What follows belongs to an exercise in optimizing a design on an open flow for small area; a production flow would make more cautious choices. Only simulation tests tie the RTL to the original design; equivalence was not proved. The flow treats the clock pin as an ideal source, which a real chip does not have. Power is estimated from default activity; no workload was simulated.

==> design/flow/design.v <==
module pe_core (
    input  wire         clk,
    input  wire         rst,
    input  wire         start,
    input  wire [7:0]   len,
    output wire         busy,
    output wire         done,
    output wire [127:0] out_chars,
    output wire         in_req,
    output wire [7:0]   in_idx,
    input  wire [7:0]   in_data,
    input  wire         in_ack
);
    reg         busy_q, done_q;
    reg [3:0]   stage;
    reg [7:0]   j;
    reg [2:0]   bc;
    reg [7:0]   len_q;
    reg [15:0]  h;
    reg [127:0] r;
    reg         keep_q, cy_q;
    wire st_map  = stage[3] & stage[1];           
    wire st_hash = stage[0];
    wire st_mix  = ~stage[0] & ~st_map;
    wire rd      = busy_q & st_mix & (j < len_q);
    wire en      = busy_q & ~(rd & ~in_ack);
    wire r0      = r[0];
    wire clr     = (stage == 4'd0) & (j[7:4] == 4'd0);
    wire mix_bit = (r0 & ~clr) ^ (rd & in_data[bc]);
    wire crc     = st_hash & ~j[4];
    wire win     = st_hash & j[4] & (j[3:1] == ~j[7:5]);
    wire fb      = (h[0] ^ r0) & crc;
    wire h_in    = clr ? (~j[0] & ~bc[1] & ~bc[0]) : (h[0] ^ (crc & r0));
    wire keep_c  = r[6] & (r[4:0] != 5'd0) & (r[4:0] <= 5'd26);
    wire keep    = (bc == 3'd0) ? keep_c : keep_q;
    wire cin     = (bc == 3'd0) ? 1'b1 : cy_q;
    wire rep_bit = bc[2] ? ((bc[1:0] == 2'd0) ? cin : (bc[1:0] != 2'd3)) : (r[4] ^ cin);
    wire map_bit = keep ? (r0 & (bc != 3'd7)) : rep_bit;
    wire nb      = st_map ? map_bit : win ? h[8] : st_mix ? mix_bit : r0;
    always @(posedge clk) begin
        keep_q <= keep;
        cy_q   <= r[4] & cin;
    end
    always @(posedge clk) begin
        if (rst) begin
            busy_q <= 1'b0;
            done_q <= 1'b0;
        end else if (!busy_q) begin
            if (start) begin
                busy_q <= 1'b1;
                done_q <= 1'b0;
                {stage, j, bc} <= 15'd0;
                len_q  <= len;
            end
        end else if (en) begin
            r <= {nb, r[127:1]};
            h <= {h_in, h[15], h[14] ^ fb, h[13:2], h[1] ^ fb};
            {stage, j, bc} <= {stage, j, bc} + 15'd1;
            if (st_map && (&{j, bc})) begin
                busy_q <= 1'b0;
                done_q <= 1'b1;
            end
        end
    end
    assign busy   = busy_q;
    assign done   = done_q;
    assign in_req = rd;
    assign in_idx = j;
    genvar g;
    generate
        for (g = 0; g < 16; g = g + 1) begin : g_out
            assign out_chars[8*g +: 8] = {1'b0, r[8*(15-g) +: 7]};
        end
    endgenerate
endmodule
==> design/flow/flow/run.sh <==
#!/bin/bash
# Standard synthesis and layout; port buffers use the smallest buffer cell;
# clock tree without dummy loads and with larger sink clusters.
set -euo pipefail
export BUFFER_PORTS_ARGS="-buffer_cell sky130_fd_sc_hd__buf_1"
export CTS_ARGS="-sink_clustering_enable -repair_clock_nets -dont_use_dummy_load -buf_list sky130_fd_sc_hd__clkbuf_8 -sink_clustering_size 40 -sink_clustering_max_diameter 300 -sink_buffer_max_cap_derate 2.0"
bash standard.sh "BUFFER_PORTS_ARGS=$BUFFER_PORTS_ARGS" "CTS_ARGS=$CTS_ARGS" finish > standard_flow.log 2>&1
==> design/flow/standard.sh <==
#!/bin/bash
# synth_recipe.tcl (not shown) runs the flow's synth.tcl, then flattens the netlist and writes it again
# the make line also repeats each setting of config.mk as NAME=value (left out here)
make -C /OpenROAD-flow-scripts/flow DESIGN_CONFIG=/design/flow/config.mk WORK_HOME=/design/flow/orfs CLKGATE_MAP_FILE= SYNTH_SCRIPT=/design/flow/synth_recipe.tcl "${@:-finish}"
==> design/flow/config.mk <==
export PLATFORM = sky130hd
export DESIGN_NAME = pe_core
export DESIGN_NICKNAME = pe_core
export VERILOG_FILES = /design/flow/design.v
export SDC_FILE = /design/flow/constraint.sdc
export NUM_CORES = 4
export LEC_CHECK = 0
export CAP_MARGIN = 20
export CORE_MARGIN = 2
export CORE_UTILIZATION = 40
export SLEW_MARGIN = 20
==> design/flow/constraint.sdc <==
create_clock -name core_clock -period 10.0 [get_ports {clk}]
set_input_delay 2.0000 -clock core_clock [delete_from_list [all_inputs] [get_ports {clk}]]
set_output_delay 2.0000 -clock core_clock [all_outputs]
set_load 0.01 [all_outputs]
==> impl_metrics.toml, run 1 <==
[run_status]
outcome = "stopped before the end"
stop_stage = "4_1_cts"
error_line = "[ERROR CTS-0109] sink_buffer_max_cap_derate needs to be between 0 and 1.0."

[floorplanning]
die_h_um = 136
num_rows = 48
start_util_pct = 40.7
die_w_um = 136
io_pins = 159

[yosys]
avgSynthCellArea_um2 = 16.1
synth_mux_area_share_pct = 1.20
synthCells = 435
synthXorXnorAreaFrac_pct = 2.25
yosysWarningCount = 1
synth_cell_type_count = 44
synthArstFlopShare_pct = 0
synth.area.top_cells = "edfxtp_1 (72%), buf_4 (14%), ha_1 (2.0%), xnor2_1 (1.7%), dfxtp_1 (1.1%)"
synth_fa_ha_area_share_pct = 1.96
synth_top_family_by_area = "buffers and inverters"
seq_area_frac_synth_pct = 72.7
synth-simple-area-share_pct = 4.93
synth_compound_area_share_pct = 2.21
netlist.area_leader.share_pct = 71.6
synth_top_area_cell = "edfxtp_1"
synth_edf_count = 167
synth_area_um2 = 7010
ys_ff_latch = 171
synth-main-ff-cell = "edfxtp_1"

[place]
io_buffers = 142
finalWeightedCongestion = 0.782
place_hpwl_mm = 7.22
## power groups by stage
stage | registers, mW | logic (mW) | clock network (mW)
after detailed placement | 0.831 | 0.0554 | 0
after global placement | 0.831 | 0.0534 | 0
after floorplan | 0.831 | 0.0503 | 0
## worst max path at each step
stage,from,endpoint,slack (ns),cells after the start
detailed placement,in_ack,r[16]$_DFFE_PP_,5.62,5
floorplan,in_ack,h[0]$_DFFE_PP_,1.83,2
global placement,rst,r[17]$_DFFE_PP_,5.74,4
## kinds of logic after synthesis
family          after synthesis
mux                           5
buf+inv                     144
fa+ha+maj                    11
compound gates               20
simple gates                 65
other cells                   1
flops                       171
xor+xnor                     18
## Yosys cell counts, types with 2 or more instances
| cell type | count |
|---|---|
| a21boi_0 | 2 |
| dfxtp_1 | 4 |
| inv_1 | 11 |
| nand2b_1 | 5 |
| a21oi_1 | 3 |
| nor2_1 | 10 |
| nand2_1 | 14 |
| mux2i_1 | 2 |
| xor2_1 | 4 |
| nand3_1 | 6 |
| and2_1 | 12 |
| nor2b_1 | 2 |
| nand4_1 | 3 |
| o21ai_0 | 3 |
| ha_1 | 11 |
| xnor2_1 | 14 |
| mux4_1 | 2 |
| nor4_1 | 5 |
| edfxtp_1 | 167 |
| clkbuf_1 | 4 |
| buf_4 | 128 |
## metrics by stage
stage               utilization (%)  power (mW)  instance area (µm²)  cells  worst slack (ns)
floorplan                         -       0.881                 7070    450              1.83
global placement               40.2       0.884                 6920    687              5.74
detailed placement             40.2       0.887                 6920    687              5.62
==> run 2, diff against run 1 <==
==> design/flow/flow/run.sh (replaced) <==
#!/bin/bash
# Standard synthesis and layout; port buffers use the smallest buffer cell;
# clock tree without dummy loads and with larger sink clusters.
set -euo pipefail
export BUFFER_PORTS_ARGS="-buffer_cell sky130_fd_sc_hd__buf_1"
export CTS_ARGS="-sink_clustering_enable -repair_clock_nets -dont_use_dummy_load -buf_list sky130_fd_sc_hd__clkbuf_8 -sink_clustering_size 50 -sink_clustering_max_diameter 500 -sink_clustering_levels 1"
bash standard.sh "BUFFER_PORTS_ARGS=$BUFFER_PORTS_ARGS" "CTS_ARGS=$CTS_ARGS" finish > standard_flow.log 2>&1
==> run 2 against run 1 <==
Synthesized area stayed put. Synthesized cell count unchanged. Now clean on timing, DRC and antenna.
==> impl_metrics.toml, run 2 <==
[floorplanning]
io_pins = 159
dieArea_um2 = 18600
start_util_pct = 40.7
core_area_um2 = 17200
num_rows = 48
die_h_um = 136
die_w_um = 136

[yosys]
synth_top_area_cell = "edfxtp_1"
synth.area.top_cells = "edfxtp_1 (72%), buf_4 (14%), ha_1 (2.0%), xnor2_1 (1.7%), dfxtp_1 (1.1%)"
synth_cell_type_count = 44
synth_area_um2 = 7010
synth_edf_count = 167
seq_area_frac_synth_pct = 72.7
synthCells = 435
yosysWarningCount = 1
avgSynthCellArea_um2 = 16.1
synth-main-ff-cell = "edfxtp_1"
netlist.area_leader.share_pct = 71.6
synthArstFlopShare_pct = 0
netlist_top_cells_count = "edfxtp_1 (167), buf_4 (128), nand2_1 (14), xnor2_1 (14), and2_1 (12)"
synth_most_common_cell = "edfxtp_1"
ys_ff_latch = 171

[global_routing]
grt_pass1_wl_mm = 16.3
track_usage_pct = 11.7
antenna_found_initial = 0
grt_max_degree = 85
overflow = 0
grt_pass1_vias = 3030

[cells_and_area]
final_nets = 512
layout_commonest_cell = "edfxtp_1"
area_growth_pct = 2.16
largest_reg_flops = 128
layout-drive-gt1-share_pct = 5.64
layout_common_cells = "edfxtp_1 (167), buf_1 (142), clkbuf_8 (17)"
largestRegisters = "r: 128 flops, h: 16 flops"
top_register = "r"
diodes = 0

[timing]
setup_viol = 0
min_period_ns = 4.23
period_share_pct = 42.3
grt_setup_unrepaired = "no"
worst_pin_slew_ns = 1.01
max_freq_mhz = 237
slew_viol_final = 0
setup_tns_ns = 0
fin_skew_ns = 0.0229
slew_headroom_pct = 32.4
finalHoldViolCount = 0
hold-worst-slack_ns = 0.411

[setup_path]
cp_data_arrival_time_ns = 2.23
rrSetupSlack_ns = 6.02
cp_max_fo = 8
r2r_end = "h[5]$_DFFE_PP_"
start_kind = "flip-flop"
crit_type = "reg2out"
crit_required_ns = 8.00
r2r_start = "j[5]$_SDFFCE_PN0P_"
reg2reg_depth = 8
critPathCaptureType = "primary output"

[route]
first_iter_violations = 142
drc = 0
vias_per_cell = 4.50
wl_per_cell_um = 15.4
wl_mm = 10.8
num_vias = 3167
drtAntennaViolNets = 0
drtPass1Iterations = 6

[place]
place_hpwl_mm = 7.22
io_buffers = 142
finalWeightedCongestion = 0.782

[worst_hold_path]
whs_path_depth = 0
holdPathEnd = "h[9]$_DFFE_PP_"
hp-class = "reg2reg"
hp-start = "h[10]$_DFFE_PP_"

[clock_network]
h-tree-depth = 4
cts_root_buf = "clkbuf_8"
cts.reportedPaths.clkPinSlew_ns = 0.08
postCtsSetupBuffers = 0
cts_buffer_depth = 2
cts_tree = "built"
cts.repair.resized = 0
cts-buffers-inserted = 17
cts-hold-fix-buffers = 0
clk_latency_ns = 0.44
clock-sinks = 171

[run]
max_cap_violations = 0

[power]
powerDensity_nw_per_um2 = 171
ir_drop_mv = 0.0804
power.total_mw = 1.22
p_leak_nw = 2.08

[run_status]
outcome = "complete, no violations"
[run 2: cell counts after synthesis]
Identical to the previous run, type by type.
[run 2: area by class of cell]
class                   count  area, µm²
fillers                  1629      10100
flip-flops and latches    171       5090
multi-input cells         135        951
repair buffers            145        556
well taps                 225        282
clock buffers              17        234
inverters                  11       41.3
[run 2: through the flow]
stage | cell area [µm²] | instances | setup WS (ns) | util [%]
after global routing | 7160 | 704 | 5.66 | 41.5
after detailed placement | 6920 | 687 | 5.62 | 40.2
after floorplan | 7070 | 450 | 1.83 | -
after global placement | 6920 | 687 | 5.74 | 40.2
after CTS | 7160 | 704 | 5.74 | 41.5
final | 7160 | 704 | 5.77 | 41.5
[run 2: cell families (layout without fill, tap and decap cells)]
kind of cell	Yosys count	after routing	share of synthesized area, %
AOI/OAI and AO/OA	20	20	2.21
DFF	171	171	72.7
muxes	5	5	1.20
xor gates and xnor gates	18	18	2.25
buffers and inverters	144	173	14.7
adders and majority gates	11	11	1.96
and+or+nand+nor	65	65	4.93
other	1	16	0.0535
[run 2: report_power, final]
group,total [mW],switching [mW],internal (mW)
clock,0.353,0.202,0.150
combinational,0.0541,0.0350,0.0191
sequential,0.816,0.0133,0.802
[run 2: layer usage]
metal	GRT usage, %	wire length, µm
met1	16.1	5130
met2	17.0	4890
met3	3.80	637
met4	5.21	170
met5	0	0
[run 2: worst max path at each step]
stage                             from         endpoint  depth (start not counted)
finish              j[5]$_SDFFCE_PN0P_           in_req                          5
global route        j[2]$_SDFFCE_PN0P_           in_req                          5
global placement                   rst  r[17]$_DFFE_PP_                          4
detailed placement              in_ack  r[16]$_DFFE_PP_                          5
floorplan                       in_ack   h[0]$_DFFE_PP_                          2
CTS                 j[5]$_SDFFCE_PN0P_           in_req                          5
[run 2: worst max-delay path, cell delays in order (launching register included)]
cell and delay (ns):
edfxtp_1 0.53, ha_1 0.37, nand2_1 0.06, or3_2 0.47
o21a_1 0.23, buf_1 0.13
==> run 3, diff against run 2 <==
==> design/flow/flow/run.sh (replaced) <==
#!/bin/bash
# Standard synthesis and layout (the standard.sh) with two changes:
# port buffers use the smallest buffer cell, and the clock tree uses
# clkbuf_8 without dummy loads. The make output goes to standard_flow.log;
# each ORFS step keeps its own log under orfs/logs.
set -euo pipefail
export BUFFER_PORTS_ARGS="-buffer_cell sky130_fd_sc_hd__buf_1"
export CTS_ARGS="-sink_clustering_enable -repair_clock_nets -dont_use_dummy_load -buf_list sky130_fd_sc_hd__clkbuf_8"
bash standard.sh "BUFFER_PORTS_ARGS=$BUFFER_PORTS_ARGS" "CTS_ARGS=$CTS_ARGS" finish > standard_flow.log 2>&1
==> run 3 against run 2 <==
Critical path type unchanged. Via count stayed put. Register-to-register slack hardly changed. Largest power group unchanged. Critical path depth stayed put. Sequential share of layout area stayed put.
==> impl_metrics.toml, run 3 <==
[route]
first_iter_violations = 142
num_vias = 3167
drc = 0
drtPass1Iterations = 6
vias_per_cell = 4.50
wl_per_cell_um = 15.4
drtAntennaViolNets = 0
wl_mm = 10.8

[clock_network]
cts_tree = "built"
h-tree-depth = 4
cts_root_buf = "clkbuf_8"
cts.reportedPaths.clkPinSlew_ns = 0.08
cts_buffer_depth = 2
cts-hold-fix-buffers = 0
cts.repair.resized = 0
cts-buffers-inserted = 17
clock-sinks = 171
clk_latency_ns = 0.44
postCtsSetupBuffers = 0

[setup_path]
cp_num_cells = 5
critPathTopFamily = "flip-flops"
reg2reg_depth = 8
cp_data_arrival_time_ns = 2.23
rrSetupSlack_ns = 6.02
r2r_start = "j[5]$_SDFFCE_PN0P_"
critPathCaptureType = "primary output"
start_kind = "flip-flop"
critical_path_buf_inv_count = 1
r2r_end = "h[5]$_DFFE_PP_"
critical_path.max_stage_delay_ns = 0.53
cpMaxStageDelayCell = "edfxtp_1"
crit_chain = "ha_1 -> nand2_1 -> or3_2 -> o21a_1 -> buf_1"
crit_required_ns = 8.00
cp_max_fo = 8
crit_type = "reg2out"

[place]
place_hpwl_mm = 7.22
io_buffers = 142
finalWeightedCongestion = 0.782

[cells_and_area]
layout-drive-gt1-share_pct = 5.64
largestRegisters = "r: 128 flops, h: 16 flops"
seqCellArea_um2 = 5090
final_nets = 512
largest_reg_flops = 128
layout_commonest_cell = "edfxtp_1"
fillers = 1629
multiInputGateArea_um2 = 951
top_register = "r"
diodes = 0
layout_common_cells = "edfxtp_1 (167), buf_1 (142), clkbuf_8 (17)"
area_growth_pct = 2.16

[power]
p_switching_mw = 0.251
pwr-share-comb_pct = 4.4
p_clk_share_pct = 28.9
ir_drop_mv = 0.0804
netSwitchingFraction_pct = 20.5
powerDensity_nw_per_um2 = 171
seq_power_share_pct = 66.7
p_leak_nw = 2.08
power.total_mw = 1.22
internal-power_mw = 0.972

[yosys]
synth_top_area_cell = "edfxtp_1"
synth_edf_count = 167
synth-main-ff-cell = "edfxtp_1"
synth_area_um2 = 7010
synthArstFlopShare_pct = 0
yosysWarningCount = 1
netlist.area_leader.share_pct = 71.6
avgSynthCellArea_um2 = 16.1
synth_most_common_cell = "edfxtp_1"
ys_ff_latch = 171
synth.area.top_cells = "edfxtp_1 (72%), buf_4 (14%), ha_1 (2.0%), xnor2_1 (1.7%), dfxtp_1 (1.1%)"
synth_cell_type_count = 44
netlist_top_cells_count = "edfxtp_1 (167), buf_4 (128), nand2_1 (14), xnor2_1 (14), and2_1 (12)"
seq_area_frac_synth_pct = 72.7
synthCells = 435

[timing]
period_share_pct = 42.3
setup_tns_ns = 0
max_freq_mhz = 237
fin_skew_ns = 0.0229
slew_viol_final = 0
setup_viol = 0
slew_headroom_pct = 32.4
finalHoldViolCount = 0
min_period_ns = 4.23
grt_setup_unrepaired = "no"
worst_pin_slew_ns = 1.01

[floorplanning]
start_util_pct = 40.7
io_pins = 159
die_w_um = 136
num_rows = 48
dieArea_um2 = 18600
core_area_um2 = 17200
die_h_um = 136

[worst_hold_path]
holdPathEnd = "h[9]$_DFFE_PP_"
hp-start = "h[10]$_DFFE_PP_"
hp-class = "reg2reg"
whs_path_depth = 0

[run_status]
outcome = "complete, no violations"

[global_routing]
top_usage_layer = "met2"
antenna_found_initial = 0
use_met3_pct = 3.80
track_usage_pct = 11.7
overflow = 0
met1_usage_pct = 16.1
grt_pass1_vias = 3030
grt_max_degree = 85
met2_usage_pct = 17.0
grt_pass1_wl_mm = 16.3

[run]
max_cap_violations = 0
-- run 3: metrics by stage --
step	cells	instance area, µm²	utilization [%]	setup slack [ns]	hold slack (ns)
final	704	7160	41.5	5.77	0.411
after global routing	704	7160	41.5	5.66	0.416
after CTS	704	7160	41.5	5.74	0.408
after detailed placement	687	6920	40.2	5.62	0.405
after global placement	687	6920	40.2	5.74	0.404
after floorplan	450	7070	-	1.83	0.400
-- run 3: logic make-up (layout without fill, tap and decap cells) --
family	count (synthesis)	count (layout)	share of synthesized area, %
AOI/OAI and AO/OA	20	20	2.21
muxes	5	5	1.20
and+or+nand+nor	65	65	4.93
DFF	171	171	72.7
adders and majority gates	11	11	1.96
other	1	16	0.0535
buffers and inverters	144	173	14.7
xor gates and xnor gates	18	18	2.25
-- run 3: layout make-up --
type,instances,share of cell area (%)
Sequential cell,171,71.2
Multi-Input combinational cell,135,13.3
Timing Repair Buffer,145,7.76
Tap cell,225,3.93
Clock buffer,17,3.27
Inverter,11,0.577
-- run 3: how the worst max path moves through the flow --
stage                            start               to  slack, ns
CTS                 j[5]$_SDFFCE_PN0P_           in_req       5.74
detailed placement              in_ack  r[16]$_DFFE_PP_       5.62
finish              j[5]$_SDFFCE_PN0P_           in_req       5.77
global route        j[2]$_SDFFCE_PN0P_           in_req       5.66
global placement                   rst  r[17]$_DFFE_PP_       5.74
floorplan                       in_ack   h[0]$_DFFE_PP_       1.83
-- run 3: routing by layer --
metal  up-vias  wire [µm]
met1      1562       5130
met3        13        637
li1       1484          -
met5         -          0
met4         0        170
met2       108       4890
-- run 3: power groups by stage --
stage	Combinational, mW	Sequential (mW)	Clock, mW
floorplan	0.0503	0.831	0
global placement	0.0534	0.831	0
global route	0.0609	0.818	0.399
finish	0.0541	0.816	0.353
detailed placement	0.0554	0.831	0
CTS	0.0553	0.816	0.374
==> run 4, diff against run 3 <==
==> design/flow/flow/run.sh (replaced) <==
#!/bin/bash
# Standard synthesis and layout (the standard.sh) with three changes:
# port buffers use the smallest buffer cell; the clock tree uses clkbuf_8
# without dummy loads; and after CTS, flow/post_cts.tcl shrinks leaf clock
# buffers as far as the clock-pin slew allows. The make output goes to
# standard_flow.log; each ORFS step keeps its own log under orfs/logs.
set -euo pipefail
export BUFFER_PORTS_ARGS="-buffer_cell sky130_fd_sc_hd__buf_1"
export CTS_ARGS="-sink_clustering_enable -repair_clock_nets -dont_use_dummy_load -buf_list sky130_fd_sc_hd__clkbuf_8"
export POST_CTS_TCL="$PWD/flow/post_cts.tcl"
bash standard.sh "BUFFER_PORTS_ARGS=$BUFFER_PORTS_ARGS" "CTS_ARGS=$CTS_ARGS" "POST_CTS_TCL=$POST_CTS_TCL" finish > standard_flow.log 2>&1
==> design/flow/flow/post_cts.tcl (new file) <==
# Runs at the end of ORFS's CTS step (POST_CTS_TCL): shrink each leaf clock buffer
# to the smallest clkbuf whose flip-flop clock pins still see a slew under the limit
# (estimated from placement), keeping the root buffer as CTS sized it.
proc clk_worst_slew {} {
  set ws 0
  foreach p [get_pins -hierarchical */CLK] {
    set s [get_property $p slew_max]
    if {$s > $ws} {set ws $s}
  }
  return $ws
}
set limit 0.110
set sizes {sky130_fd_sc_hd__clkbuf_1 sky130_fd_sc_hd__clkbuf_2 sky130_fd_sc_hd__clkbuf_4}
estimate_parasitics -placement
puts "post_cts: worst clock-pin slew before [clk_worst_slew]"
foreach inst [[ord::get_db_block] getInsts] {
  set name [$inst getName]
  set orig [[$inst getMaster] getName]
  if {![string match "clkbuf_*_clk" $name] || [string match "clkbuf_0_*" $name]} continue
  foreach sz $sizes {
    replace_cell [get_cells $name] [get_lib_cells */$sz]
    estimate_parasitics -placement
    if {[clk_worst_slew] <= $limit} { puts "post_cts: $name $orig -> $sz"; break }
    replace_cell [get_cells $name] [get_lib_cells */$orig]
    estimate_parasitics -placement
  }
}
estimate_parasitics -placement
puts "post_cts: worst clock-pin slew after [clk_worst_slew]"
report_worst_slack -min
report_worst_slack -max
==> run 4 against run 3 <==
Synthesized cell count did not move. Register-to-register slack improved by 0.02 ns. Wire length about the same. First-iteration DRC count is 3.5% lower. Critical path type unchanged. Still clean on timing, DRC and antenna.
==> impl_metrics.toml, run 4 <==
[cells_and_area]
stdcell_count = 704
final_nets = 512
layout-drive-gt1-share_pct = 5.64
top_register = "r"
fillers = 1635
largestRegisters = "r: 128 flops, h: 16 flops"
diodes = 0
layout_common_cells = "edfxtp_1 (167), buf_1 (142), conb_1 (16)"
area_growth_pct = 1.63
largest_reg_flops = 128
layout_commonest_cell = "edfxtp_1"

[timing]
slew_viol_final = 0
grt_setup_unrepaired = "no"
worst_pin_slew_ns = 1.01
slew_headroom_pct = 32.4
min_period_ns = 4.20
hold-worst-slack_ns = 0.413
period_share_pct = 42.0
setup_viol = 0
max_freq_mhz = 238
finalHoldViolCount = 0
fin_skew_ns = 0.0349
setup_tns_ns = 0

[worst_hold_path]
whs_path_depth = 0
hp-start = "r[95]$_DFFE_PP_"
holdPathEnd = "r[94]$_DFFE_PP_"
hp-class = "reg2reg"

[run]
max_cap_violations = 0

[global_routing]
grt_max_degree = 85
grt_pass1_wl_mm = 16.3
top_usage_layer = "met2"
track_usage_pct = 11.7
met2_usage_pct = 17.0
grt_pass1_vias = 3032
use_met3_pct = 3.69
antenna_found_initial = 0
overflow = 0
met1_usage_pct = 16.1

[yosys]
synth_top_area_cell = "edfxtp_1"
seq_area_frac_synth_pct = 72.7
ys_ff_latch = 171
synth_area_um2 = 7010
yosysWarningCount = 1
synthCells = 435
synth.area.top_cells = "edfxtp_1 (72%), buf_4 (14%), ha_1 (2.0%), xnor2_1 (1.7%), dfxtp_1 (1.1%)"
synth_edf_count = 167
synthArstFlopShare_pct = 0
avgSynthCellArea_um2 = 16.1
netlist.area_leader.share_pct = 71.6
netlist_top_cells_count = "edfxtp_1 (167), buf_4 (128), nand2_1 (14), xnor2_1 (14), and2_1 (12)"
synth_most_common_cell = "edfxtp_1"
synth_cell_type_count = 44
synth-main-ff-cell = "edfxtp_1"

[route]
drtAntennaViolNets = 0
vias_per_cell = 4.51
num_vias = 3173
first_iter_violations = 137
drtPass1Iterations = 5
wl_mm = 10.8
drc = 0
wl_per_cell_um = 15.4

[setup_path]
crit_required_ns = 8.00
cpMaxStageDelayCell = "edfxtp_1"
r2r_start = "j[5]$_SDFFCE_PN0P_"
crit_chain = "ha_1 -> nand2_1 -> or3_2 -> o21a_1 -> buf_1"
critPathCaptureType = "primary output"
r2r_end = "h[15]$_DFFE_PP_"
cp_data_arrival_time_ns = 2.20
start_kind = "flip-flop"
cp_max_fo = 8
crit_type = "reg2out"
critical_path.max_stage_delay_ns = 0.53
rrSetupSlack_ns = 6.04
reg2reg_depth = 8

[power]
ir_drop_mv = 0.0804
powerDensity_nw_per_um2 = 168
p_leak_nw = 2.07

[clock_network]
clock-sinks = 171
cts_tree = "built"
clk_latency_ns = 0.44
cts.reportedPaths.clkPinSlew_ns = 0.08

[run_status]
outcome = "complete, no violations"

[floorplanning]
start_util_pct = 40.7
io_pins = 159
die_h_um = 136
dieArea_um2 = 18600
die_w_um = 136
core_area_um2 = 17200
num_rows = 48

[place]
place_hpwl_mm = 7.22
finalWeightedCongestion = 0.782
place_inst = 687
io_buffers = 142
==> run 4: cell counts after synthesis <==
Identical to the previous run, type by type.
==> run 4: worst max-delay path, delay by kind of cell, from the launching register on <==
family | cells | cell delay, ns
compound gates | 1 | 0.23
fa+ha+maj | 1 | 0.37
buf+inv | 1 | 0.13
flops | 1 | 0.53
simple gates | 2 | 0.53
==> run 4: power breakdown <==
| group | switching, mW | leakage (nW) | total, mW | internal, mW |
|---|---|---|---|---|
| Combinational | 0.0350 | 0.640 | 0.0541 | 0.0191 |
| Sequential | 0.0133 | 1.32 | 0.815 | 0.802 |
| Clock | 0.198 | 0.107 | 0.324 | 0.126 |
==> run 4: cells by family (layout without fill, tap and decap cells) <==
family	Yosys count	after routing	synth area share, %
other	1	16	0.0535
adder cells (fa/ha/maj)	11	11	1.96
flip-flops	171	171	72.7
AND/OR/NAND/NOR	65	65	4.93
AO/OA/AOI/OAI	20	20	2.21
multiplexers	5	5	1.20
XOR/XNOR	18	18	2.25
buffers and inverters	144	173	14.7
==> run 4: final cells by class <==
cell class | count | area, µm² | area share [%]
Clock buffer | 17 | 196 | 2.76
Inverter | 11 | 41.3 | 0.580
Multi-Input combinational cell | 135 | 951 | 13.4
Sequential cell | 171 | 5090 | 71.6
Tap cell | 225 | 282 | 3.95
Timing Repair Buffer | 145 | 556 | 7.80
==> run 4: worst max-delay path by stage <==
stage / start / end / slack, ns
after global routing: j[4]$_SDFFCE_PN0P_ / in_req / 5.68
after floorplan: in_ack / h[0]$_DFFE_PP_ / 1.83
after global placement: rst / r[17]$_DFFE_PP_ / 5.74
final: j[5]$_SDFFCE_PN0P_ / in_req / 5.80
after detailed placement: in_ack / r[16]$_DFFE_PP_ / 5.62
==> run 4: per-stage QoR <==
stage                     area (µm²)  util (%)  setup slack, ns  power [mW]
after floorplan                 7070         -             1.83       0.881
after global placement          6920      40.2             5.74       0.884
after detailed placement        6920      40.2             5.62       0.887
after global routing            7120      41.3             5.68        1.25
final                           7120      41.3             5.80        1.19
==> run 4: layer usage <==
layer  share of wire, %  vias to the layer above
met5                  0                        -
met4                1.3                        0
met3                6.3                       12
met2                 45                      110
met1                 47                     1564
li1                   -                     1487
==> run 5, diff against run 4 <==
--- a/design/flow/design.v
+++ b/design/flow/design.v
@@ -11,7 +11,6 @@
     input  wire [7:0]   in_data,
     input  wire         in_ack
 );
-    reg         busy_q, done_q;
     reg [3:0]   stage;
     reg [7:0]   j;
     reg [2:0]   bc;
@@ -19,6 +18,8 @@
     reg [15:0]  h;
     reg [127:0] r;
     reg         keep_q, cy_q;
+    wire busy_q  = ~stage[3] | (~stage[2] & ~(stage[1] & stage[0]));
+    wire done_q  = stage[3] & stage[1] & stage[0];
     wire st_map  = stage[3] & stage[1];           
     wire st_hash = stage[0];
     wire st_mix  = ~stage[0] & ~st_map;
@@ -43,12 +44,9 @@
     end
     always @(posedge clk) begin
         if (rst) begin
-            busy_q <= 1'b0;
-            done_q <= 1'b0;
+            stage <= 4'd12;
         end else if (!busy_q) begin
             if (start) begin
-                busy_q <= 1'b1;
-                done_q <= 1'b0;
                 {stage, j, bc} <= 15'd0;
                 len_q  <= len;
             end
@@ -56,10 +54,6 @@
             r <= {nb, r[127:1]};
             h <= {h_in, h[15], h[14] ^ fb, h[13:2], h[1] ^ fb};
             {stage, j, bc} <= {stage, j, bc} + 15'd1;
-            if (st_map && (&{j, bc})) begin
-                busy_q <= 1'b0;
-                done_q <= 1'b1;
-            end
         end
     end
     assign busy   = busy_q;
--- a/design/flow/flow/post_cts.tcl
+++ b/design/flow/flow/post_cts.tcl
@@ -1,6 +1,6 @@
 # Runs at the end of ORFS's CTS step (POST_CTS_TCL): shrink each leaf clock buffer
 # to the smallest clkbuf whose flip-flop clock pins still see a slew under the limit
-# (estimated from placement), keeping the root buffer as CTS sized it.
+# (estimated from placement); the leaves first, then the root buffer.
 proc clk_worst_slew {} {
   set ws 0
   foreach p [get_pins -hierarchical */CLK] {
@@ -9,14 +9,19 @@
   }
   return $ws
 }
-set limit 0.110
+set limit 0.120
 set sizes {sky130_fd_sc_hd__clkbuf_1 sky130_fd_sc_hd__clkbuf_2 sky130_fd_sc_hd__clkbuf_4}
 estimate_parasitics -placement
 puts "post_cts: worst clock-pin slew before [clk_worst_slew]"
+set bufs {}
+set roots {}
 foreach inst [[ord::get_db_block] getInsts] {
   set name [$inst getName]
-  set orig [[$inst getMaster] getName]
-  if {![string match "clkbuf_*_clk" $name] || [string match "clkbuf_0_*" $name]} continue
+  if {![string match "clkbuf_*_clk" $name]} continue
+  if {[string match "clkbuf_0_*" $name]} { lappend roots $name } else { lappend bufs $name }
+}
+foreach name [concat $bufs $roots] {
+  set orig [get_property [get_cells $name] ref_name]
   foreach sz $sizes {
     replace_cell [get_cells $name] [get_lib_cells */$sz]
     estimate_parasitics -placement
--- a/design/flow/config.mk
+++ b/design/flow/config.mk
@@ -8,4 +8,5 @@
 export CAP_MARGIN = 20
 export CORE_MARGIN = 2
 export CORE_UTILIZATION = 40
+export PLACE_DENSITY = 0.75
 export SLEW_MARGIN = 20
==> run 5 against run 4 <==
Cell count up 0.57%. Clock skew up 0.0010 ns. Hold slack better by 0.0040 ns. Sequential share of layout area down 0.20 points. Count of clock-buffer cells in the layout unchanged. Sequential power up 6.7%. Synthesized area down 1.2%. Critical path type unchanged.
==> impl_metrics.toml, run 5 <==
[global_routing]
grt_max_degree = 85
grt_pass1_vias = 3074
grt_pass1_wl_mm = 16.8
antenna_found_initial = 0
overflow = 0
track_usage_pct = 12.2

[setup_path]
reg2reg_depth = 6
cp_max_fo = 8
r2r_start = "j[4]$_SDFFCE_PN0P_"
r2r_end = "r[54]$_DFFE_PP_"
cp_data_arrival_time_ns = 2.23
crit_required_ns = 8.00
crit_type = "reg2out"
start_kind = "flip-flop"
critPathCaptureType = "primary output"
rrSetupSlack_ns = 6.91

[yosys]
synth_cell_type_count = 43
yosysWarningCount = 1
synth_fa_ha_area_share_pct = 1.99
netlist_top_cells_count = "edfxtp_1 (163), buf_4 (128), nand2_1 (18), nor2_1 (18)"
synthXorXnorAreaFrac_pct = 2.02
seq_area_frac_synth_pct = 72.4
synth_area_um2 = 6930
synth_mux_area_share_pct = 0.795
synth-main-ff-cell = "edfxtp_1"
synthCells = 439
synth_most_common_cell = "edfxtp_1"
synth_edf_count = 163
ys_ff_latch = 169
synth_top_area_cell = "edfxtp_1"
synth-simple-area-share_pct = 4.68
synth_compound_area_share_pct = 2.96
avgSynthCellArea_um2 = 15.8
netlist.area_leader.share_pct = 70.7
synth_top_family_by_area = "buffers and inverters"
synth.area.top_cells = "edfxtp_1 (71%), buf_4 (14%), ha_1 (2.0%), dfxtp_1 (1.7%), xnor2_1 (1.0%)"
synthArstFlopShare_pct = 0

[floorplanning]
dieArea_um2 = 18400
die_h_um = 136
core_area_um2 = 17100
start_util_pct = 40.5
io_pins = 159
num_rows = 48
die_w_um = 136

[route]
drc = 0
m1WireLength_mm = 5.13
wl_per_cell_um = 15.9
top_layer = "met4"
wl_met3_um = 843
met2_length_mm = 5.15
num_vias = 3283
drtAntennaViolNets = 0
drtPass1Iterations = 4
first_iter_violations = 185
wl_mm = 11.3
vias_per_cell = 4.64

[power]
power.total_mw = 1.29
powerDensity_nw_per_um2 = 184
ir_drop_mv = 0.0899
p_leak_nw = 2.28

[clock_network]
clk_latency_ns = 0.43
cts.reportedPaths.clkPinSlew_ns = 0.11
cts_tree = "built"
clock-sinks = 169

[timing]
setup_tns_ns = 0
worst_pin_slew_ns = 1.02
fin_skew_ns = 0.0359
grt_setup_unrepaired = "no"
max_freq_mhz = 236
period_share_pct = 42.3
finalHoldViolCount = 0
min_period_ns = 4.23
slew_headroom_pct = 32.3
setup_viol = 0
slew_viol_final = 0

[cells_and_area]
diodes = 0
largestRegisters = "r: 128 flops, h: 16 flops"
area_growth_pct = 1.48
fillers = 1580
largest_reg_flops = 128
layout_commonest_cell = "edfxtp_1"
layout-drive-gt1-share_pct = 5.59
layout_common_cells = "edfxtp_1 (163), buf_1 (142), nor2_1 (18), nand2_1 (18), conb_1 (16)"
final_nets = 516
top_register = "r"

[worst_hold_path]
hp-class = "reg2reg"
holdPathEnd = "r[62]$_DFFE_PP_"
hp-start = "r[63]$_DFFE_PP_"
whs_path_depth = 0

[run_status]
outcome = "complete, no violations"

[place]
place_hpwl_mm = 7.62
io_buffers = 142
finalWeightedCongestion = 0.836

[run]
max_cap_violations = 0
## run 5: layer usage
metal / global-route usage [%] / up-vias
met5: 0 / -
met4: 3.53 / 0
met3: 5.16 / 10
met2: 18.3 / 145
met1: 16.2 / 1612
li1: - / 1516
## run 5: worst max-delay path, cell delays in order, from the launching register on
cell      delay (ns)
edfxtp_1        0.53
ha_1            0.37
a211oi_1        0.27
o211ai_1        0.17
a21oi_1         0.28
buf_1           0.19
## run 5: worst max path at each step
stage          slack, ns               start               to  cells past startpoint
6_report            5.77  j[5]$_SDFFCE_PN0P_           in_req                      5
5_1_grt             5.59  j[5]$_SDFFCE_PN0P_           in_req                      5
2_1_floorplan       1.81              in_ack   h[0]$_DFFE_PP_                      2
3_5_place_dp        5.46                 rst  r[50]$_DFFE_PP_                      3
3_3_place_gp        5.60                 rst  r[41]$_DFFE_PP_                      3
## run 5: final cells by class
type	instances	area, µm²	area share, %
repair buffers	146	571	8.12
inverters	12	50.0	0.712
well taps	225	282	4.01
flip-flops and latches	169	5010	71.4
multi-input cells	139	933	13.3
clock buffers	17	178	2.53
## run 5: per-stage QoR
step | area [µm²] | setup WS, ns | hold slack, ns | utilization, % | std cells
after global routing | 7030 | 5.59 | 0.437 | 41.1 | 708
after floorplan | 6990 | 1.81 | 0.400 | - | 454
final | 7030 | 5.77 | 0.417 | 41.1 | 708
after global placement | 6840 | 5.60 | 0.401 | 39.9 | 690
after detailed placement | 6840 | 5.46 | 0.405 | 39.9 | 690
## run 5: cell families after synthesis
group | count (synthesis)
adder cells (fa/ha/maj) | 11
multiplexers | 3
XOR/XNOR | 16
AO/OA/AOI/OAI | 29
AND/OR/NAND/NOR | 64
other | 1
flip-flops | 169
buffers and inverters | 146
## run 5: power breakdown
group / internal, mW / switching [mW] / total [mW]
combinational: 0.0345 / 0.0755 / 0.110
sequential: 0.837 / 0.0322 / 0.870
clock: 0.113 / 0.198 / 0.311
==> run 6, diff against run 5 <==
--- a/design/flow/config.mk
+++ b/design/flow/config.mk
@@ -8,5 +8,4 @@
 export CAP_MARGIN = 20
 export CORE_MARGIN = 2
 export CORE_UTILIZATION = 40
-export PLACE_DENSITY = 0.75
 export SLEW_MARGIN = 20
==> run 6 against run 5 <==
Sequential share of layout area rose by 0.37 points. Global-route usage fell by 0.91 points. Sequential cell count did not move. Non-clock buffer count fell by 1. Hold slack got worse by 0.023 ns. Die area did not move. Synthesized cell count did not move. Critical path depth did not move. Core utilization fell by 0.21 points. Critical path type unchanged. Clock power fell by 6.4%. Power fell by 2.0%. Count of clock-buffer cells in the layout did not move.
==> impl_metrics.toml, run 6 <==
[run_status]
outcome = "complete, no violations"

[timing]
grt_setup_unrepaired = "no"
slew_viol_final = 0
worst_pin_slew_ns = 1.01
hold-worst-slack_ns = 0.394
setup_viol = 0
min_period_ns = 4.34
slew_headroom_pct = 32.7
period_share_pct = 43.4
finalHoldViolCount = 0
setup_tns_ns = 0
fin_skew_ns = 0.0448
max_freq_mhz = 230
postLayoutSetupSlackWorst_ns = 5.66

[cells_and_area]
final_nets = 515
largest_reg_flops = 128
diodes = 0
layout_common_cells = "edfxtp_1 (163), buf_1 (142), nor2_1 (18), nand2_1 (18), conb_1 (16)"
top_register = "r"
area_growth_pct = 0.958
layout_commonest_cell = "edfxtp_1"
fin_util_pct = 40.8
largestRegisters = "r: 128 flops, h: 16 flops"
layout-drive-gt1-share_pct = 5.39

[route]
wl_mm = 10.6
first_iter_violations = 136
drc = 0
num_vias = 3166
vias_per_cell = 4.48
drtAntennaViolNets = 0
wl_per_cell_um = 15.0
drtPass1Iterations = 4

[power]
seq_power_share_pct = 68.6
p_clk_share_pct = 23.0
internal-power_mw = 0.968
ir_drop_mv = 0.0912
p_leak_nw = 2.26
powerDensity_nw_per_um2 = 181
pwr-share-comb_pct = 8.5
netSwitchingFraction_pct = 23.5
p_switching_mw = 0.298

[setup_path]
critPathCaptureType = "primary output"
cpMaxStageDelayCell = "edfxtp_1"
critPathTopFamily = "compound AO/OA/AOI/OAI gates"
crit_type = "reg2out"
crit_chain = "ha_1 -> a211oi_1 -> o211ai_1 -> a21oi_1 -> buf_1"
crit_required_ns = 8.00
cp_data_arrival_time_ns = 2.34
start_kind = "flip-flop"
cp_max_fo = 8
critical_path.max_stage_delay_ns = 0.54
critical_path_buf_inv_count = 1

[global_routing]
grt_pass1_wl_mm = 15.7
antenna_found_initial = 0
overflow = 0
grt_pass1_vias = 2963
grt_max_degree = 87
track_usage_pct = 11.3

[yosys]
synth.area.top_cells = "edfxtp_1 (71%), buf_4 (14%), ha_1 (2.0%), dfxtp_1 (1.7%), xnor2_1 (1.0%)"
yosysWarningCount = 1
netlist_top_cells_count = "edfxtp_1 (163), buf_4 (128), nand2_1 (18), nor2_1 (18)"
synthArstFlopShare_pct = 0
synth_area_um2 = 6930
synthXorXnorAreaFrac_pct = 2.02
synth_top_area_cell = "edfxtp_1"
ys_ff_latch = 169
avgSynthCellArea_um2 = 15.8
synth_compound_area_share_pct = 2.96
synth_fa_ha_area_share_pct = 1.99
synth_top_family_by_area = "buffers and inverters"
synth-main-ff-cell = "edfxtp_1"
synth-simple-area-share_pct = 4.68
synth_mux_area_share_pct = 0.795
seq_area_frac_synth_pct = 72.4
synth_most_common_cell = "edfxtp_1"
synthCells = 439
synth_cell_type_count = 43
netlist.area_leader.share_pct = 70.7
synth_edf_count = 163

[floorplanning]
core_area_um2 = 17100
num_rows = 48
start_util_pct = 40.5
dieArea_um2 = 18400
io_pins = 159
die_h_um = 136
die_w_um = 136

[run]
max_cap_violations = 0

[place]
place_hpwl_mm = 7.14
dp_slack_ns = 5.57
finalWeightedCongestion = 0.814
io_buffers = 142

[clock_network]
cts_tree = "built"
clk_latency_ns = 0.53
clock-sinks = 169
cts.reportedPaths.clkPinSlew_ns = 0.10

[worst_hold_path]
hp-class = "reg2reg"
## run 6: per-layer routing
metal / track usage (%) / wire, µm
met2: 16.6 / 4710
met3: 4.23 / 751
met5: 0 / 0
met4: 3.99 / 131
met1: 15.3 / 4980
## run 6: power by group through the flow
stage	clock network (mW)	registers (mW)	logic, mW
after floorplan	0	0.880	0.111
after global placement	0	0.883	0.108
after detailed placement	0	0.885	0.110
after global routing	0.336	0.875	0.121
final	0.291	0.868	0.107
## run 6: kinds of logic (layout without fill, tap and decap cells)
group | Yosys count | count (layout)
AO/OA/AOI/OAI | 29 | 29
XOR/XNOR | 16 | 16
adder cells (fa/ha/maj) | 11 | 11
buffers and inverters | 146 | 174
flip-flops | 169 | 169
multiplexers | 3 | 3
other | 1 | 16
AND/OR/NAND/NOR | 64 | 64
## run 6: area by class of cell
class	instances	area, µm²
fill	1628	10100
clock buffer	17	156
sequential	169	5010
multi-input combinational	139	933
timing repair buffer	145	556
inverter	12	50.0
tap	225	282
## run 6: final timing paths
kind	endpoint	start	cells after the start	slack, ns
worst max-delay path	in_req	j[5]$_SDFFCE_PN0P_	5	5.66
worst min-delay path	h[10]$_DFFE_PP_	h[11]$_DFFE_PP_	0	0.39
worst max register to register	h[9]$_DFFE_PP_	j[5]$_SDFFCE_PN0P_	7	6.48
worst min register to register	h[10]$_DFFE_PP_	h[11]$_DFFE_PP_	0	0.39
## run 6: metrics by stage
step	cells	total power, mW	instance area, µm²
after floorplan	454	0.991	6990
after global placement	690	0.990	6840
after detailed placement	690	0.995	6840
after global routing	707	1.33	6990
final	707	1.27	6990
==> run 7, diff against run 6 <==
==> design/flow/flow/run.sh (replaced) <==
#!/bin/bash
# Layout flow: the standard synthesis and ORFS layout (standard.sh), with
#  - the combinational logic of the standard netlist re-mapped for area by
#    flow/resyn.sh (Yosys + ABC); every flip-flop instance is kept as the
#    standard synthesis made it (name, cell type and connections);
#  - port buffers of the smallest buffer cell;
#  - a clock tree of clkbuf_8 without dummy loads, whose buffers
#    flow/post_cts.tcl then shrinks as far as the clock-pin slew allows.
# Each tool's output goes to a log file of its own in this folder (and ORFS's
# step logs under orfs/logs).
set -euo pipefail
R=orfs/results/sky130hd/pe_core/base
LIB=$FLOW_HOME/platforms/sky130hd/lib/sky130_fd_sc_hd__tt_025C_1v80.lib
YOSYS=$(command -v yosys || echo "$FLOW_HOME/../tools/install/yosys/bin/yosys")
export BUFFER_PORTS_ARGS="-buffer_cell sky130_fd_sc_hd__buf_1"
export CTS_ARGS="-sink_clustering_enable -repair_clock_nets -dont_use_dummy_load -buf_list sky130_fd_sc_hd__clkbuf_8"
export POST_CTS_TCL="$PWD/flow/post_cts.tcl"
ARGS=("BUFFER_PORTS_ARGS=$BUFFER_PORTS_ARGS" "CTS_ARGS=$CTS_ARGS" "POST_CTS_TCL=$POST_CTS_TCL")

bash standard.sh "${ARGS[@]}" synth > standard_synth.log 2>&1
cp $R/1_2_yosys.v standard_netlist.v
bash flow/resyn.sh "$PWD/standard_netlist.v" "$PWD/resyn_netlist.v" "$LIB" "$PWD/resyn" "$YOSYS"
cp resyn_netlist.v $R/1_2_yosys.v
rm -f $R/1_synth.odb $R/1_synth.sdc
bash standard.sh "${ARGS[@]}" finish > standard_flow.log 2>&1
==> design/flow/flow/mkcells.py (new file) <==
# Write Verilog models of the combinational cells that a netlist uses, from the
# liberty's pin functions, and blackbox stubs for its sequential cells.
#   mkcells.py LIB NETLIST COMB_OUT SEQ_OUT
import re, sys
lib = open(sys.argv[1]).read()

def group_body(text, start):
    i = start; depth = 1
    while depth:
        if text[i] == '{': depth += 1
        elif text[i] == '}': depth -= 1
        i += 1
    return text[start:i - 1]

def pins(body):
    res = []
    for m in re.finditer(r'\bpin\s*\(\s*"?(\w+)"?\s*\)\s*\{', body):
        pb = group_body(body, m.end())
        d = re.search(r'direction\s*:\s*"?(\w+)', pb)
        f = re.search(r'\bfunction\s*:\s*"([^"]*)"', pb)
        if d: res.append((m.group(1), d.group(1), f.group(1) if f else None))
    return res

used = set(re.findall(r'^\s*(sky130_fd_sc_hd__\w+)\s+\S+\s*\(', open(sys.argv[2]).read(), re.M))
comb, seq = [], []
for c in sorted(used):
    m = re.search(r'cell\s*\(\s*"?%s"?\s*\)\s*\{' % c, lib)
    body = group_body(lib, m.end())
    ps = pins(body)
    ins = [p for p, d, _ in ps if d == 'input']
    outs = [(p, f) for p, d, f in ps if d == 'output']
    ports = ', '.join(ins + [o for o, _ in outs])
    if re.search(r'\b(ff|latch|statetable)\s*\(', body):
        s = '(* blackbox *)\nmodule %s(%s);\n' % (c, ports)
        s += ''.join('  input %s;\n' % p for p in ins)
        s += ''.join('  output %s;\n' % o for o, _ in outs)
        seq.append(s + 'endmodule\n')
        continue
    s = 'module %s(%s);\n' % (c, ports)
    s += ''.join('  input %s;\n' % p for p in ins)
    for o, f in outs:
        if f is None:
            f = "1'b0" if o == 'LO' else "1'b1"
        else:
            f = f.replace('!', '~').replace('+', '|').replace('*', '&')
            f = re.sub(r'([\w)])\s+([\w(~])', r'\1&\2', f)
        s += '  output %s;\n  assign %s = %s;\n' % (o, o, f)
    comb.append(s + 'endmodule\n')
open(sys.argv[3], 'w').write('\n'.join(comb))
open(sys.argv[4], 'w').write('\n'.join(seq))
==> design/flow/flow/resyn.sh (new file) <==
#!/bin/bash
# Re-map the combinational logic of a synthesized netlist for area, keeping every
# flip-flop instance (name, cell type, connections) as it is.
#   resyn.sh IN.v OUT.v LIB WORKDIR YOSYS
set -euo pipefail
IN=$1; OUT=$2; LIB=$3; W=$4; YOSYS=$5
HERE=$(cd "$(dirname "$0")" && pwd)
mkdir -p "$W"
python3 "$HERE/mkcells.py" "$LIB" "$IN" "$W/cells.v" "$W/seq.v"
cat > "$W/resyn.abc" <<'EOF'
strash
dch -f
amap
mfs2
strash
dch -f
map -a
mfs2
strash
dch -f
map -a
topo
EOF
printf 'set_driving_cell sky130_fd_sc_hd__buf_1\nset_load 5\n' > "$W/abc.constr"
cat > "$W/resyn.ys" <<EOF
read_verilog -lib $W/seq.v
read_verilog $W/cells.v
read_verilog $IN
hierarchy -top pe_core
flatten
opt_clean -purge
techmap
opt -fast
abc -script $W/resyn.abc -liberty $LIB -dont_use *probe* -dont_use *lpflow* -constr $W/abc.constr
opt_clean -purge
splitnets
opt_clean -purge
hilomap -singleton -hicell sky130_fd_sc_hd__conb_1 HI -locell sky130_fd_sc_hd__conb_1 LO
insbuf -buf sky130_fd_sc_hd__buf_4 A X
tee -o $W/resyn_stat.txt stat -liberty $LIB
write_verilog -noattr -nohex -nodec $OUT
EOF
"$YOSYS" -s "$W/resyn.ys" > "$W/resyn_yosys.log" 2>&1
==> run 7 against run 6 <==
Still clean. Cell count up 0.14%. Sequential power up 1%. Critical path type unchanged. Via count down 0.51%. First-iteration DRC count up 40%.
==> impl_metrics.toml, run 7 <==
[run_status]
outcome = "complete, no violations"

[cells_and_area]
layout_common_cells = "edfxtp_1 (163), buf_1 (142), clkinv_1 (30)"
final_area_um2 = 6770
multiInputGateArea_um2 = 658
final_nets = 510
largest_reg_flops = 128
fillers = 1529
diodes = 0
area_growth_pct = 0.557
largestRegisters = "r: 128 flops, h: 16 flops"
layout-drive-gt1-share_pct = 5.74
layout_commonest_cell = "edfxtp_1"
seqCellArea_um2 = 5010
top_register = "r"

[global_routing]
grt_max_degree = 84
overflow = 0
grt_pass1_vias = 2944
track_usage_pct = 12.1
antenna_found_initial = 0
grt_pass1_wl_mm = 16.3

[clock_network]
cts_tree = "built"
cts.reportedPaths.clkPinSlew_ns = 0.10
clk_latency_ns = 0.71
clock-sinks = 169

[setup_path]
cp_max_fo = 4
cpMaxStageDelayCell = "edfxtp_1"
critPathMostFrequentCell = "nand2_1"
crit_required_ns = 8.00
critical_path.max_stage_delay_ns = 0.43
critPathCaptureType = "primary output"
start_kind = "flip-flop"
crit_type = "reg2out"
crit_chain = "clkinv_1 -> nand2_1 -> o21ai_0 -> o21bai_1 -> a21oi_1 -> o22ai_1 -> nand2_1 -> nand2_1 -> clkinv_1 -> buf_1"
cp_data_arrival_time_ns = 2.14
reg2reg_depth = 9

[timing]
worst_pin_slew_ns = 0.987
slew_headroom_pct = 34.2
period_share_pct = 41.4
setup_viol = 0
max_freq_mhz = 241
slew_viol_final = 0
min_period_ns = 4.14
fin_skew_ns = 0.0341
grt_setup_unrepaired = "no"
finalHoldViolCount = 0
setup_tns_ns = 0

[yosys]
synthCells = 448
yosysWarningCount = 1
synth_area_um2 = 6730
avgSynthCellArea_um2 = 15.0

[power]
seq_power_share_pct = 68.1
p_clk_share_pct = 22.9
p_leak_nw = 2.12
ir_drop_mv = 0.0945
pwr-share-comb_pct = 9.0
powerDensity_nw_per_um2 = 191
internal-power_mw = 0.981
p_switching_mw = 0.311
netSwitchingFraction_pct = 24.1

[place]
dpl_cell_area_um2 = 6600
place_hpwl_mm = 7.01
io_buffers = 142
finalWeightedCongestion = 0.822

[floorplanning]
die_h_um = 134
num_rows = 47
die_w_um = 134
dieArea_um2 = 17900
core_area_um2 = 16500
io_pins = 159
start_util_pct = 40.8

[worst_hold_path]
hp-class = "reg2reg"
whs_path_depth = 0

[route]
drtAntennaViolNets = 0
vias_per_cell = 4.45
first_iter_violations = 190
drc = 0
drtPass1Iterations = 4
wl_per_cell_um = 14.8
num_vias = 3150
wl_mm = 10.5

[run]
max_cap_violations = 0
[run 7: cell type report]
| class | count | share of cell area [%] |
|---|---|---|
| flip-flops and latches | 169 | 74.1 |
| inverters | 30 | 1.66 |
| clock buffers | 17 | 2.40 |
| well taps | 220 | 4.07 |
| repair buffers | 144 | 8.09 |
| multi-input cells | 128 | 9.72 |
[run 7: layer usage]
metal | global-route usage, % | part of all wire (%) | vias to the layer above
li1 | - | - | 1513
met1 | 16.6 | 46 | 1497
met2 | 17.2 | 44 | 126
met3 | 4.41 | 7.5 | 14
met4 | 5.56 | 1.8 | 0
met5 | 0 | 0 | -
[run 7: power groups by stage]
stage	clock network, mW	registers (mW)	logic, mW
2_1_floorplan	0	0.894	0.123
3_3_place_gp	0	0.895	0.116
3_5_place_dp	0	0.896	0.118
5_1_grt	0.341	0.888	0.131
6_report	0.295	0.880	0.116
[run 7: path summary, 6_finish.rpt]
kind                               from               to  slack, ns
hold / removal          r[63]$_DFFE_PP_  r[62]$_DFFE_PP_       0.39
setup reg to reg  stage[3]$_SDFFE_PP1P_  r[42]$_DFFE_PP_       6.10
hold reg to reg         r[63]$_DFFE_PP_  r[62]$_DFFE_PP_       0.39
setup / recovery     j[2]$_SDFFCE_PN0P_           in_req       5.86
[run 7: through the flow]
stage	cells	power, mW	util (%)	hold WS (ns)	setup slack, ns
6_report	708	1.29	41.0	0.393	5.86
3_5_place_dp	691	1.01	39.9	0.405	5.52
3_3_place_gp	691	1.01	39.9	0.403	5.63
2_1_floorplan	463	1.02	-	0.400	1.21
5_1_grt	708	1.36	41.0	0.399	5.44
[run 7: worst max-delay path: cells and delay by family (launching register included)]
family / cells / cell delay [ns]
AND/OR/NAND/NOR: 3 / 0.27
buffers and inverters: 3 / 0.36
flip-flops: 1 / 0.43
AO/OA/AOI/OAI: 4 / 0.42
==> run 8, diff against run 7 <==
--- a/design/flow/design.v
+++ b/design/flow/design.v
@@ -42,18 +42,22 @@
         keep_q <= keep;
         cy_q   <= r[4] & cin;
     end
+    wire [11:0] cnt_inc = {1'b0, j, bc} + {11'd0, en};
     always @(posedge clk) begin
-        if (rst) begin
+        {j, bc} <= busy_q ? cnt_inc[10:0] : 11'd0;
+        if (rst)
             stage <= 4'd12;
-        end else if (!busy_q) begin
-            if (start) begin
-                {stage, j, bc} <= 15'd0;
-                len_q  <= len;
-            end
-        end else if (en) begin
+        else if (!busy_q)
+            stage <= start ? 4'd0 : stage;
+        else
+            stage <= stage + {3'd0, cnt_inc[11]};
+    end
+    always @(posedge clk) begin
+        if (!busy_q && start)
+            len_q <= len;
+        if (en) begin
             r <= {nb, r[127:1]};
             h <= {h_in, h[15], h[14] ^ fb, h[13:2], h[1] ^ fb};
-            {stage, j, bc} <= {stage, j, bc} + 15'd1;
         end
     end
     assign busy   = busy_q;
==> run 8 against run 7 <==
Still clean on timing, DRC and antenna. Combinational power decreased by 11%. Count of clock-buffer cells in the layout unchanged. Design area decreased by 1.7%. Die area decreased by 1.5%. Via count increased by 1.4%. Critical path type is now in2reg. Critical endpoint is now stage[3]$_SDFFE_PP1P_.
==> impl_metrics.toml, run 8 <==
[route]
first_iter_violations = 244
num_vias = 3193
drtPass1Iterations = 5
drtAntennaViolNets = 0
wl_mm = 10.4
drc = 0
vias_per_cell = 4.49
wl_per_cell_um = 14.6

[power]
netSwitchingFraction_pct = 23.8
pwr-share-comb_pct = 8.2
p_leak_nw = 1.88
internal-power_mw = 0.963
seq_power_share_pct = 67.5
powerDensity_nw_per_um2 = 190
p_switching_mw = 0.302
p_clk_share_pct = 24.3
ir_drop_mv = 0.0738

[cells_and_area]
layout_commonest_cell = "edfxtp_1"
top_register = "r"
diodes = 0
final_area_um2 = 6660
area_growth_pct = 0.415
fillers = 1507
stdcell_count = 711
layout-drive-gt1-share_pct = 4.07
largest_reg_flops = 128
largestRegisters = "r: 128 flops, h: 16 flops"
layout_common_cells = "edfxtp_1 (152), buf_1 (142), clkinv_1 (28)"
final_nets = 513

[floorplanning]
start_util_pct = 40.4
num_rows = 47
io_pins = 159
core_area_um2 = 16400
die_h_um = 133
dieArea_um2 = 17600
die_w_um = 133

[setup_path]
crit_chain = "buf_1 -> o21ai_0 -> inv_6 -> nand2_1 -> nor3_1 -> nand2_1 -> nor3_1 -> nand2_1 -> nor2_1 -> nand3_1 -> nor2_1 -> nand2_1 -> nor2_1 -> o21ai_0 -> nand2_1"
critical_path_buf_inv_count = 2
reg2reg_depth = 19
r2r_start = "stage[1]$_SDFFE_PP0P_"
start_kind = "input pin"
rrSetupSlack_ns = 5.72
critical_path.max_stage_delay_ns = 0.50
cp_max_fo = 60
critPathMostFrequentCell = "nand2_1"
crit_type = "in2reg"
critPathCaptureType = "flip-flop"
critPathTopFamily = "simple AND/OR/NAND/NOR gates"
crit_required_ns = 10.48
cpMaxStageDelayCell = "inv_6"
r2r_end = "stage[3]$_SDFFE_PP1P_"
cp_data_arrival_time_ns = 4.91

[timing]
setup_tns_ns = 0
max_freq_mhz = 226
period_share_pct = 44.3
slew_headroom_pct = 30.7
fin_skew_ns = 0.0317
min_period_ns = 4.43
finalHoldViolCount = 0
setup_viol = 0
worst_pin_slew_ns = 1.04
slew_viol_final = 0
grt_setup_unrepaired = "no"

[place]
io_buffers = 142
finalWeightedCongestion = 0.742
place_hpwl_mm = 6.76
dpl_cell_area_um2 = 6490
place_inst = 694

[global_routing]
grt_pass1_wl_mm = 15.9
grt_max_degree = 87
track_usage_pct = 11.9
antenna_found_initial = 0
grt_pass1_vias = 2984
overflow = 0

[yosys]
synthCells = 452
yosysWarningCount = 1
avgSynthCellArea_um2 = 14.7
synth_area_um2 = 6630

[clock_network]
clock-sinks = 169
cts_tree = "built"
cts.reportedPaths.clkPinSlew_ns = 0.10
clk_latency_ns = 0.55

[run_status]
outcome = "complete, no violations"

[run]
max_cap_violations = 0

[worst_hold_path]
whs_path_depth = 0
holdPathEnd = "r[94]$_DFFE_PN_"
hp-start = "r[95]$_DFFE_PN_"
hp-class = "reg2reg"
run 8: changes by cell type in the layout (fill, tap and decap cells not counted), moves of 3 or more:
cell      delta
nor2_1      -10
nor3_1       +3
o21ai_0      -4
o22ai_1      -3
a21oi_1      +5
nand2_1     +10
nand3_1      +9
dfxtp_1     +11
edfxtp_1    -11
xnor2_1      +3
run 8: area by class of cell:
| type | count | area, µm² | area share (%) |
|---|---|---|---|
| tap | 220 | 275 | 4.13 |
| inverter | 29 | 114 | 1.71 |
| multi-input combinational | 133 | 653 | 9.81 |
| clock buffer | 17 | 171 | 2.57 |
| timing repair buffer | 143 | 541 | 8.12 |
| sequential | 169 | 4900 | 73.7 |
run 8: metrics by stage:
stage          setup WS [ns]  power [mW]  hold WS [ns]  utilization (%)
2_1_floorplan           3.07       0.971         0.400                -
3_3_place_gp            5.20       0.972         0.402             39.5
3_5_place_dp            4.98       0.976         0.406             39.5
5_1_grt                 4.94        1.33         0.435             40.6
6_report                5.57        1.27         0.414             40.6
run 8: how the worst max path moves through the flow:
| stage | from | end | slack, ns | depth (start not counted) |
|---|---|---|---|---|
| global route | stage[1]$_SDFFE_PP0P_ | stage[2]$_SDFFE_PP1P_ | 4.94 | 19 |
| global placement | in_ack | stage[2]$_SDFFE_PP1P_ | 5.20 | 15 |
| detailed placement | in_ack | stage[2]$_SDFFE_PP1P_ | 4.98 | 15 |
| finish | in_ack | stage[3]$_SDFFE_PP1P_ | 5.57 | 15 |
| floorplan | in_ack | stage[2]$_SDFFE_PP1P_ | 3.07 | 14 |
run 8: power by group through the flow:
stage          Clock [mW]  Sequential, mW  Combinational [mW]
2_1_floorplan           0           0.872              0.0996
3_3_place_gp            0           0.869               0.102
3_5_place_dp            0           0.870               0.106
5_1_grt             0.356           0.860               0.115
6_report            0.308           0.854               0.103
run 8: worst reg2reg max path, cell delays in order (launching register included):
cell and delay [ns]:
dfxtp_1 0.35, clkinv_1 0.06, nor2_1 0.07, clkinv_1 0.07, nor2_1 0.05, nor2_1 0.56
o21ai_0 0.45, inv_6 0.51, nand2_1 0.18, nor3_1 0.34, nand2_1 0.15, nor3_1 0.33
nand2_1 0.14, nor2_1 0.25, nand3_1 0.14, nor2_1 0.19, nand2_1 0.11, nor2_1 0.13
o21ai_0 0.09, nand2_1 0.07
run 8: routing by layer:
metal	wire, µm	track usage (%)	share of wire [%]
met1	4810	15.9	46
met2	4730	17.5	46
met3	695	4.98	6.7
met4	126	4.30	1.2
met5	0	0	0
==> run 9, diff against run 8 <==
--- a/design/flow/flow/resyn.sh
+++ b/design/flow/flow/resyn.sh
@@ -9,10 +9,14 @@
 python3 "$HERE/mkcells.py" "$LIB" "$IN" "$W/cells.v" "$W/seq.v"
 cat > "$W/resyn.abc" <<'EOF'
 strash
+&get -n
+&deepsyn -T 20
+&put
 dch -f
 amap
 mfs2
 strash
+dc2
 dch -f
 map -a
 mfs2
==> run 9 against run 8 <==
Fmax grew 9.6%. Via count decreased by 2.4%. Non-clock buffer count is 1 higher. Global-route usage fell by 0.52 points. Synthesized area decreased by 0.55%. Cell count fell by 1.8%. Synthesized cell count is 2.2% lower. Sequential cell count is the same. Critical path type is now reg2out. Largest cell class unchanged.
==> impl_metrics.toml, run 9 <==
[run_status]
outcome = "complete, no violations"

[cells_and_area]
final_nets = 504
area_growth_pct = 0.266
layout_commonest_cell = "edfxtp_1"
layout_common_cells = "edfxtp_1 (152), buf_1 (142), clkinv_1 (25), nor2_1 (25), nand2_1 (20)"
layout-drive-gt1-share_pct = 4.36
stdcell_count = 698
diodes = 0
largest_reg_flops = 128
largestRegisters = "r: 128 flops, h: 16 flops"
top_register = "r"

[timing]
period_share_pct = 40.4
worst_pin_slew_ns = 1.01
finalHoldViolCount = 0
min_period_ns = 4.04
fin_skew_ns = 0.0444
grt_setup_unrepaired = "no"
max_freq_mhz = 247
setup_viol = 0
slew_headroom_pct = 33.0
postLayoutSetupSlackWorst_ns = 5.96
slew_viol_final = 0
setup_tns_ns = 0

[setup_path]
crit_chain = "clkinv_1 -> a22o_2 -> o221ai_1 -> a21oi_1 -> a221oi_1 -> o21ai_0 -> nand2_1 -> clkinv_1 -> buf_1"
r2r_start = "stage[1]$_SDFFE_PP0P_"
cpMaxStageDelayCell = "dfxtp_1"
start_kind = "flip-flop"
cp_data_arrival_time_ns = 2.04
critPathCaptureType = "primary output"
critPathMostFrequentCell = "clkinv_1"
critical_path.max_stage_delay_ns = 0.40
cp_max_fo = 4
crit_type = "reg2out"
reg2reg_depth = 12
crit_required_ns = 8.00
crit_path_start = "j[1]$_SDFF_PN0_"

[floorplanning]
die_h_um = 132
num_rows = 46
die_w_um = 132
io_pins = 159
core_area_um2 = 16000
dieArea_um2 = 17500
start_util_pct = 41.2

[worst_hold_path]
hp-start = "h[5]$_DFFE_PN_"
hp-class = "reg2reg"
whs_path_depth = 0

[run]
max_cap_violations = 0

[route]
vias_per_cell = 4.46
first_iter_violations = 177
drc = 0
drtPass1Iterations = 4
wl_per_cell_um = 13.8
num_vias = 3115
drtAntennaViolNets = 0
wl_mm = 9.61

[yosys]
avgSynthCellArea_um2 = 14.9
synth_area_um2 = 6600
synthCells = 442
yosysWarningCount = 1

[global_routing]
track_usage_pct = 11.4
grt_pass1_vias = 2967
overflow = 0
antenna_found_initial = 0
grt_max_degree = 87
grt_pass1_wl_mm = 15.4

[place]
finalWeightedCongestion = 0.779
dp_slack_ns = 5.56
place_hpwl_mm = 6.43
io_buffers = 142
place_inst = 681

[clock_network]
cts_tree = "built"
clk_latency_ns = 0.42
clock-sinks = 169
cts.reportedPaths.clkPinSlew_ns = 0.11

[power]
p_leak_nw = 2.12
powerDensity_nw_per_um2 = 206
ir_drop_mv = 0.102
## run 9: worst paths after layout
| path | endpoint | slack (ns) |
|---|---|---|
| worst max register to register | bc[1]$_SDFF_PN0_ | 6.14 |
| worst min register to register | h[4]$_DFFE_PN_ | 0.39 |
| worst max-delay path | in_req | 5.96 |
| worst min-delay path | h[4]$_DFFE_PN_ | 0.39 |
## run 9: final cells by class
cell class	instances	area, µm²
Fill cell	1515	9390
Sequential cell	169	4900
Multi-Input combinational cell	127	639
Timing Repair Buffer	144	548
Tap cell	216	270
Clock buffer	17	156
Inverter	25	93.8
## run 9: where the power goes
| part | internal (mW) | total, mW | switching, mW |
|---|---|---|---|
| sequential | 0.887 | 0.929 | 0.0421 |
| clock | 0.0986 | 0.288 | 0.189 |
| combinational | 0.0367 | 0.145 | 0.108 |
## run 9: critical path: cells and delay by family, from the launching register on
kind                   cells  cell delay [ns]
AOI/OAI and AO/OA          5             0.75
buffers and inverters      3             0.36
DFF                        1             0.40
and+or+nand+nor            1             0.11
## run 9: per-layer routing
layer | GRT usage (%) | up-vias | part of all wire, % | wire length (µm)
li1 | - | 1492 | - | -
met2 | 16.6 | 113 | 46 | 4410
met1 | 15.0 | 1503 | 46 | 4420
met4 | 4.48 | 0 | 0.80 | 77
met5 | 0 | - | 0 | 0
met3 | 5.11 | 7 | 7.4 | 707
## run 9: through the flow
stage / instance area (µm²) / total power [mW] / hold WS [ns] / utilization [%]
after floorplan: 6650 / 1.10 / 0.400 / -
after global placement: 6460 / 1.09 / 0.403 / 40.4
after detailed placement: 6460 / 1.09 / 0.405 / 40.4
after global routing: 6610 / 1.44 / 0.396 / 41.3
final: 6610 / 1.36 / 0.391 / 41.3

port drivers added, routing unchanged:
The results above use ideal ports. As a check the final layouts listed here were re-extracted and re-timed, cells and wires unchanged. Step 1: set_driving_cell puts a clkbuf_16 on clk and a buf_2 on each other input, an assumption about the parent block. Step 2, shift: input delay + t, output delay - t, t = (earliest + latest rising clock arrival at the registers) / 2. This alone moves slack from input paths to output paths. a / b / c = ideal / step 1 / step 2; a / b = the first two.
run	t, ns	setup slack, ns	clock arrival spread, ns	worst register clock-pin slew, ns
run 2	0.462	5.772 / 5.735 / 5.669	0.025 / 0.025	0.09 / 0.09
run 3	0.462	5.772 / 5.735 / 5.669	0.025 / 0.025	0.09 / 0.09
run 4	0.456	5.796 / 5.759 / 5.664	0.037 / 0.038	0.10 / 0.10
run 5	0.441	5.772 / 5.740 / 6.045	0.037 / 0.037	0.11 / 0.11
run 6	0.540	5.655 / 5.624 / 5.616	0.044 / 0.045	0.11 / 0.11
run 7	0.723	5.856 / 5.826 / 5.519	0.035 / 0.034	0.11 / 0.11
run 8	0.572	5.572 / 5.581 / 5.010	0.034 / 0.035	0.11 / 0.11
run 9	0.436	5.960 / 5.927 / 5.637	0.046 / 0.046	0.11 / 0.11
After both steps every run listed still meets setup and hold. For run 8, which loses most, drivers alone change the setup slack by +0.009 ns; drivers and shift together by -0.562 ns.
